This design comes from an exercise in tuning for small area on the open sky130 flow, not from production work. The RTL was checked by simulation tests, not by an equivalence proof against the original design. Power is estimated from default activity; no workload was simulated.

## vtx_rx_decoder
module vtx_rx_decoder (
    input  wire        clk,
    input  wire        rst,           
    input  wire        proto,         
    input  wire        rx_valid,
    input  wire [7:0]  rx_data,
    output reg  [1:0]  sa_version,    
    output reg         sa_channel_vld,
    output reg  [7:0]  sa_channel,
    output reg         sa_power_vld,
    output reg  [7:0]  sa_power,
    output reg         sa_mode_vld,
    output reg  [7:0]  sa_mode,
    output reg         sa_freq_vld,
    output reg  [15:0] sa_freq,
    output reg         sa_pit_freq_vld,
    output wire [15:0] sa_pit_freq,
    output reg  [31:0] sa_bad_preamble,
    output reg  [31:0] sa_bad_length,
    output reg  [31:0] sa_crc_err,
    output reg         sa_frame_ok,   
    output reg  [7:0]  sa_frame_code,
    output reg  [15:0] tr_min_freq,
    output reg  [15:0] tr_max_freq,
    output reg  [15:0] tr_max_power,
    output reg  [15:0] tr_obs_freq,
    output reg  [15:0] tr_obs_power,
    output reg  [7:0]  tr_ctrl_flags,
    output reg         tr_obs_pit,
    output reg  [15:0] tr_act_power,
    output reg  [15:0] tr_temp,
    output reg  [31:0] tr_bad_frame,
    output reg         tr_frame_ok,   
    output wire [7:0]  tr_frame_code
);
    function [7:0] crc8_byte;
        input [7:0] c;
        input [7:0] d;
        integer i;
        reg [7:0] x;
        begin
            x = c ^ d;
            for (i = 0; i < 8; i = i + 1)
  ...
clock: 10.0 ns
lec_check: 0
cap_margin: 20
core_margin: 2
core_utilization: 80
cts_buf_list: sky130_fd_sc_hd__clkbuf_4
slew_margin: 20
standard.sh (not shown) runs the stock make flow with config.mk's settings and CLKGATE_MAP_FILE= SYNTH_SCRIPT=/design/flow/synth_recipe.tcl, a recipe that flattens the netlist after the stock synthesis.
==> flow/flow/run.sh <==
#!/bin/bash
# Layout flow: the standard ORFS flow (standard.sh), with three changes:
#  - synthesis is the standard one (synth_recipe.tcl, ORFS synth.tcl), except that
#    the final ABC technology mapping uses the area-oriented script in
#    flow/abc_area.script;
#  - the port buffers that global placement inserts use sky130_fd_sc_hd__buf_1;
#  - clock tree synthesis inserts no dummy loads, and clusters at most 10
#    flip-flops within 40 um per sky130_fd_sc_hd__clkbuf_4.
# Each tool's full output goes to ORFS's own logs under orfs/logs/, and this
# script's output to flow_run.log, all in the work folder.
set -euo pipefail
W=$(pwd)
exec > >(tee -a "$W/flow_run.log") 2>&1

# synth.tcl with the ABC script replaced (the line after the preamble is sourced)
sed '/^source \$::env(SCRIPTS_DIR)\/synth_preamble.tcl$/a set abc_args [lreplace $abc_args 1 1 '"$W"'/flow/abc_area.script]' \
    "$FLOW_HOME/scripts/synth.tcl" > "$W/own_synth_body.tcl"
grep -q "abc_area.script" "$W/own_synth_body.tcl"
sed 's#source \$::env(SCRIPTS_DIR)/synth.tcl#source '"$W"'/own_synth_body.tcl#' \
    "$W/synth_recipe.tcl" > "$W/own_synth.tcl"
grep -q "own_synth_body.tcl" "$W/own_synth.tcl"

# standard.sh with the synthesis script swapped
sed 's#SYNTH_SCRIPT=[^ ]*#SYNTH_SCRIPT='"$W"'/own_synth.tcl#' "$W/standard.sh" > "$W/own_standard.sh"
grep -q "own_synth.tcl" "$W/own_standard.sh"

export BUFFER_PORTS_ARGS="-buffer_cell sky130_fd_sc_hd__buf_1"
export CTS_ARGS="-sink_clustering_enable -repair_clock_nets -dont_use_dummy_load -buf_list sky130_fd_sc_hd__clkbuf_4 -sink_clustering_size 10 -sink_clustering_max_diameter 40"
bash "$W/own_standard.sh" finish
test -f "$W/out/final.def"
==> flow/flow/abc_area.script <==
strash
dc2
dc2
&get -n
&st
&dch -f
&nf -R 1000 -p
&put
topo
Edit:
CORE_UTILIZATION = 70   (was 80)
Combinational power decreases by a few percent.
Cell count came out higher by a few percent.
Clock skew is higher by 0.059 ns.
Area after synthesis is unchanged.
Non-clock buffer count came out higher by 2.
Global-route usage fell by 12 points.

vtx_rx_decoder, a different RTL version from the one above (not shown whole).
For scale: ~470 flip-flops, ~340 I/O pins.
clock: 10.0 ns
lec_check: 0
cap_margin: 20
core_margin: 2
core_utilization: 70
cts_buf_list: sky130_fd_sc_hd__clkbuf_4
slew_margin: 20
==> flow/flow/run.sh <==
#!/bin/bash
# Layout flow: the standard ORFS flow (standard.sh), with four changes:
#  - synthesis is the standard one (synth_recipe.tcl, ORFS synth.tcl), except that
#    the final ABC technology mapping uses the area-oriented script in
#    flow/abc_area.script, and the adders are left to ABC instead of being
#    mapped to the platform's adder cells first;
#  - the port buffers that global placement inserts use sky130_fd_sc_hd__buf_1;
#  - clock tree synthesis inserts no dummy loads, and clusters at most 9
#    flip-flops within 35 um per sky130_fd_sc_hd__clkbuf_4.
# Each tool's full output goes to ORFS's own logs under orfs/logs/, and this
# script's output to flow_run.log, all in the work folder.
set -euo pipefail
W=$(pwd)
exec > >(tee -a "$W/flow_run.log") 2>&1

# synth.tcl with the ABC script replaced (the line after the preamble is sourced)
sed '/^source \$::env(SCRIPTS_DIR)\/synth_preamble.tcl$/a set abc_args [lreplace $abc_args 1 1 '"$W"'/flow/abc_area.script]' \
    "$FLOW_HOME/scripts/synth.tcl" > "$W/own_synth_body.tcl"
grep -q "abc_area.script" "$W/own_synth_body.tcl"
sed 's#source \$::env(SCRIPTS_DIR)/synth.tcl#source '"$W"'/own_synth_body.tcl#' \
    "$W/synth_recipe.tcl" > "$W/own_synth.tcl"
grep -q "own_synth_body.tcl" "$W/own_synth.tcl"

# standard.sh with the synthesis script swapped, and without the platform's
# adder mapping (ADDER_MAP_FILE empty), so ABC maps the adders with the rest
sed 's#SYNTH_SCRIPT=[^ ]*#SYNTH_SCRIPT='"$W"'/own_synth.tcl ADDER_MAP_FILE=#' "$W/standard.sh" > "$W/own_standard.sh"
grep -q "own_synth.tcl" "$W/own_standard.sh"

export BUFFER_PORTS_ARGS="-buffer_cell sky130_fd_sc_hd__buf_1"
export CTS_ARGS="-sink_clustering_enable -repair_clock_nets -dont_use_dummy_load -buf_list sky130_fd_sc_hd__clkbuf_4 -sink_clustering_size 9 -sink_clustering_max_diameter 35"
bash "$W/own_standard.sh" finish
test -f "$W/out/final.def"
==> flow/flow/abc_area.script <==
strash
dc2
dc2
&get -n
&st
&dch -f
&nf -R 1000 -p
&put
strash
dc2
dc2
&get -n
&st
&dch -f
&nf -R 1000 -p
&put
topo
The baseline ran to the end with no violations.
==> next run, changes <==
--- a/flow/flow/run.sh
+++ b/flow/flow/run.sh
@@ -1,7 +1,6 @@
 #!/bin/bash
-# Layout flow: the standard ORFS flow (standard.sh), with four changes:
+# Layout flow: the standard ORFS flow (standard.sh), with three changes:
 #  - synthesis is the standard one (synth_recipe.tcl, ORFS synth.tcl), except that
 #    the final ABC technology mapping uses the area-oriented script in
-#    flow/abc_area.script, and the adders are left to ABC instead of being
-#    mapped to the platform's adder cells first;
+#    flow/abc_area.script;
 #  - the port buffers that global placement inserts use sky130_fd_sc_hd__buf_1;
@@ -23,5 +22,4 @@
 
-# standard.sh with the synthesis script swapped, and without the platform's
-# adder mapping (ADDER_MAP_FILE empty), so ABC maps the adders with the rest
-sed 's#SYNTH_SCRIPT=[^ ]*#SYNTH_SCRIPT='"$W"'/own_synth.tcl ADDER_MAP_FILE=#' "$W/standard.sh" > "$W/own_standard.sh"
+# standard.sh with the synthesis script swapped
+sed 's#SYNTH_SCRIPT=[^ ]*#SYNTH_SCRIPT='"$W"'/own_synth.tcl#' "$W/standard.sh" > "$W/own_standard.sh"
 grep -q "own_synth.tcl" "$W/own_standard.sh"
Wire length is higher by 3.4%.
Fmax is higher by 18%.
Design area grows by about 3.3%.
Sequential power barely changes.
First-iteration DRC count goes down by 0.50%.
Hold slack loses 0.014 ns.
Non-clock buffer count is higher by 1.
Clock skew stays flat.
Register-to-register slack gets better by 1.4 ns.
Core utilization fell by 0.37 points.

port drivers added, routing unchanged:
Ports are ideal in the flow. The routed layouts listed here were re-timed in OpenROAD. Step 1, drivers: a clkbuf_16 drives clk and a buf_2 each remaining input, both assumed. Step 2, shift: input delay + t, output delay - t, t = (earliest + latest rising clock arrival at the registers) / 2. This alone moves slack from input paths to output paths. Slacks: ideal ports / drivers / drivers and shift; pairs: ideal ports / drivers.
| run | t, ns | setup slack, ns | worst hold slack (ns) | worst setup path after step 2 | worst register clock-pin slew, ns |
|---|---|---|---|---|---|
| the first run of note 1 | 0.729 | 2.970 / 2.991 / 2.262 | 0.425 / 0.425 / 0.425 | input to register | 0.12 / 0.12 |
| the second run of note 1 | 0.704 | 3.301 / 3.317 / 2.614 | 0.400 / 0.400 / 0.400 | input to register | 0.11 / 0.11 |
| the first run of note 2 | 0.748 | 2.126 / 2.143 / 1.394 | 0.463 / 0.463 / 0.463 | input to register | 0.10 / 0.10 |
| the second run of note 2 | 0.736 | 3.335 / 3.359 / 2.624 | 0.449 / 0.449 / 0.449 | input to register | 0.10 / 0.10 |
After both steps every run listed still meets setup and hold. For the first run of note 2, which loses most, drivers alone change the setup slack by +0.017 ns; drivers and shift together by -0.732 ns.
